Source: an optimization exercise on an open RTL-to-GDS flow (aim: small area). Production flows keep margins and buffers that such runs may drop.
The RTL was checked by simulation tests, not by an equivalence proof against the original design.

==> module aqtc_td, before the edit <==
module aqtc_td (
    input  wire        clk,
    input  wire        rst,
    input  wire        in_valid,
    input  wire [31:0] in_sample,
    output reg         out_valid,
    output reg         out_nan,
    output wire [8:0]  out_nanidx,
    output wire        out_res,
    output wire [2:0]  out_code,
    output wire [2:0]  out_idx
);
    localparam [30:0] TD_FLOOR = 31'h3B480000;    
    function gt31;    
        input [30:0] x, y;
        integer n;
        begin
            gt31 = 1'b0;
            for (n = 0; n < 31; n = n + 1)
                gt31 = y[n] ? (x[n] & gt31) : (x[n] | gt31);
        end
    endfunction
    reg  [8:0]  r;         
    reg  [30:0] Ei, P, Q, H;
    wire [30:0] E = ~Ei;      
    reg         post, t1, hi0, hi1;
    reg  [2:0]  best;
    reg         z0, z1;
    wire [30:0] mag   = in_sample[30:0];
    wire [8:0]  rn    = r + 9'd1;            
    wire        first = (r[5:0] == 6'd63);
    wire        bnd   = in_valid & (r[5:0] == 6'd62);
    wire        s_gt  = gt31(mag, E);
    wire        e_ge_fl = ~gt31(TD_FLOOR, E);
    wire        e_ld  = in_valid & (first | s_gt);
    wire [30:0] En    = (mag & {31{e_ld}}) | (E & {31{~e_ld}});
    wire [2:0]  seg   = r[8:6];                   
    wire [2:0]  ps    = first ? r[8:6] : r[8:6] - 3'd1;
    wire        is_nan  = (mag[30:23] == 8'hFF) & (|mag[22:0]);
    wire        at2     = (rn == 9'd2);
    wire        nan_cap = in_valid & (at2 ? (z0 | z1 | is_nan) :
                         ((rn[8:2] != 7'd0 || rn[1:0] == 2'd3) && is_nan && !out_nan));
    wire [8:0]  nan_j   = at2 ? {7'd0, ~z0 & ~z1, ~z0 & z1} : rn;
    wire [30:0] Pn = (E & {31{post}}) | (P & {31{~post}});
    wire [30:0] cb = bnd ? En : Pn;
    wire [30:0] ca = bnd ? P : (t1 ? H : Q);
    wire        cgt;
    aqtc_fcmp u_cmp (.b(cb), .a(ca), .t2(post), .t3(bnd), .gt(cgt));
    wire        p_gt_a = gt31(P, ca);
    wire        t1c   = t1 & ps[2];
    wire        act   = (r[8] & (bnd | post)) | t1c;
    wire [2:0]  cur   = bnd ? seg : (post ? (r[7] ? 3'd3 : 3'd2) : 3'd1);
    wire        take  = act & cgt & ((best == 3'd0) | (cur < best));
    always @(posedge clk) begin
        Ei <= ~En;
        P <= Pn;
        if (nan_cap)
            H[8:0] <= nan_j;
        else if (t1 && !ps[2] && !out_nan && (ps == 3'd0 || p_gt_a))
            H <= P;
        if ((post && (seg == 3'd3 || seg == 3'd5)) ||
            (!t1 && (ps == 3'd3 || ps == 3'd5) && p_gt_a))
            Q <= P;
        if (post && seg == 3'd3)
            best <= 3'd0;
        else if (take)
            best <= cur;
        if (post && !r[8])
            hi0 <= (seg != 3'd0 && hi0) | e_ge_fl;
        if (post && r[8])
            hi1 <= (seg != 3'd4 && hi1) | e_ge_fl;
    end
    always @(posedge clk) begin
        if (rst) begin
            r         <= 9'h1FF;
            post      <= 1'b0;
            t1        <= 1'b0;
            out_valid <= 1'b0;
        end else begin
            if (in_valid)
                r <= rn;
            post      <= bnd;
            t1        <= post;
            out_valid <= t1 & (ps == 3'd7);
        end
    end
    always @(posedge clk) begin
        if (in_valid) begin
            if (rn == 9'd0)
                z0 <= is_nan;
            if (rn == 9'd1)
                z1 <= is_nan;
            if (at2)
                out_nan <= z0 | z1 | is_nan;
            else if (nan_cap)
                out_nan <= 1'b1;
        end
    end
    assign out_nanidx = out_nan ? H[8:0] : 9'd0;
    wire       silent   = ~hi0 | ~hi1;
    assign out_res  = ~out_nan & ~silent & (best != 3'd0);
    assign out_code = out_nan ? 3'd0 : silent ? 3'd4 :
                      (best == 3'd0) ? 3'd0 : (best == 3'd1) ? 3'd1 :
                      (best[2:1] == 2'b01) ? 3'd2 : 3'd3;
    assign out_idx  = (out_nan | silent) ? 3'd0 : best;
endmodule
clock: 30.0 ns
lec_check: 0
cap_margin: 5
core_margin: 2
core_utilization: 65
cts_buf_list: sky130_fd_sc_hd__clkbuf_8
slew_margin: 5
standard.sh (not shown) runs the stock make flow with config.mk's settings and CLKGATE_MAP_FILE= SYNTH_SCRIPT=/design/flow/synth_recipe.tcl, a recipe that flattens the netlist after the stock synthesis.
==> flow/flow/run.sh <==
#!/bin/bash
# Standard ORFS layout, with an area-oriented ABC mapping script, no
# pre-ABC adder extraction, the smallest buffer on the ports and no
# dummy clock loads.
set -euo pipefail
here=$(pwd)
rm -rf "$here/scripts"
cp -r "$FLOW_HOME/scripts" "$here/scripts"
cp "$here/flow/abc_area.script" "$here/scripts/abc_speed.script"
export SCRIPTS_DIR="$here/scripts"
export ADDER_MAP_FILE=
export CTS_ARGS="-sink_clustering_enable -repair_clock_nets -buf_list sky130_fd_sc_hd__clkbuf_8 -dont_use_dummy_load"
export BUFFER_PORTS_ARGS="-buffer_cell sky130_fd_sc_hd__buf_1"
bash standard.sh > "$here/standard.log" 2>&1
==> flow/flow/abc_area.script <==
strash
balance
rewrite
refactor
balance
rewrite
rewrite -z
balance
refactor -z
rewrite -z
balance
&get -n
&dc2
&put
balance
rewrite
refactor
balance
rewrite
rewrite -z
balance
refactor -z
rewrite -z
balance
&get -n
&dc2
&put
balance
rewrite
refactor
balance
rewrite
rewrite -z
balance
refactor -z
rewrite -z
balance
resub -K 8
resub -K 10 -N 2
dch -f
amap
topo
stime -c
==> next run, changes <==
--- a/flow/design.v
+++ b/flow/design.v
@@ -85,10 +85,9 @@
                 gt31 = y[n] ? (x[n] & gt31) : (x[n] | gt31);
         end
     endfunction
     reg  [8:0]  r;         
-    reg  [30:0] Ei, P, Q, H;
-    wire [30:0] E = ~Ei;      
+    reg  [30:0] E, P, Q, H;
     reg         post, t1, hi0, hi1;
     reg  [2:0]  best;
     reg         z0, z1;
     wire [30:0] mag   = in_sample[30:0];
@@ -116,9 +115,9 @@
     wire        act   = (r[8] & (bnd | post)) | t1c;
     wire [2:0]  cur   = bnd ? seg : (post ? (r[7] ? 3'd3 : 3'd2) : 3'd1);
     wire        take  = act & cgt & ((best == 3'd0) | (cur < best));
     always @(posedge clk) begin
-        Ei <= ~En;
+        E <= En;
         P <= Pn;
         if (nan_cap)
             H[8:0] <= nan_j;
         else if (t1 && !ps[2] && !out_nan && (ps == 3'd0 || p_gt_a))
Effect: The new run finished clean; worst setup slack is better by 1.1 ns; design area rose slightly; via count rose slightly; wire length fell slightly; flip-flop and latch count does not change; die area rose slightly; worst hold slack is worse by 0.0054 ns.

-- static timing again, ports no longer ideal --
In the flow no input, the clock included, has a driving cell. The finished layouts below were timed again as built, in two steps.
Step 1: set_driving_cell puts a clkbuf_16 on clk and a buf_2 on each other input, an assumption about the parent block.
Step 2, shift: input delay + t, output delay - t, t = (earliest + latest rising clock arrival at the registers) / 2. This alone moves slack from input paths to output paths.
Slacks: no drivers / after step 1 / after step 2; pairs: no drivers / after step 1.
run | t (ns) | setup WS [ns] | hold slack, ns | latest minus earliest clock arrival (ns) | worst register clock-pin slew, ns
the first run | 0.493 | 7.936 / 7.954 / 7.461 | 0.476 / 0.476 / 0.476 | 0.026 / 0.026 | 0.09 / 0.09
the second run | 0.489 | 9.044 / 9.066 / 8.576 | 0.470 / 0.470 / 0.470 | 0.025 / 0.025 | 0.08 / 0.08
After both steps every run listed still meets setup and hold. The setup slack of the first run, which loses most, moves by +0.018 ns with the drivers and by -0.475 ns with both steps.
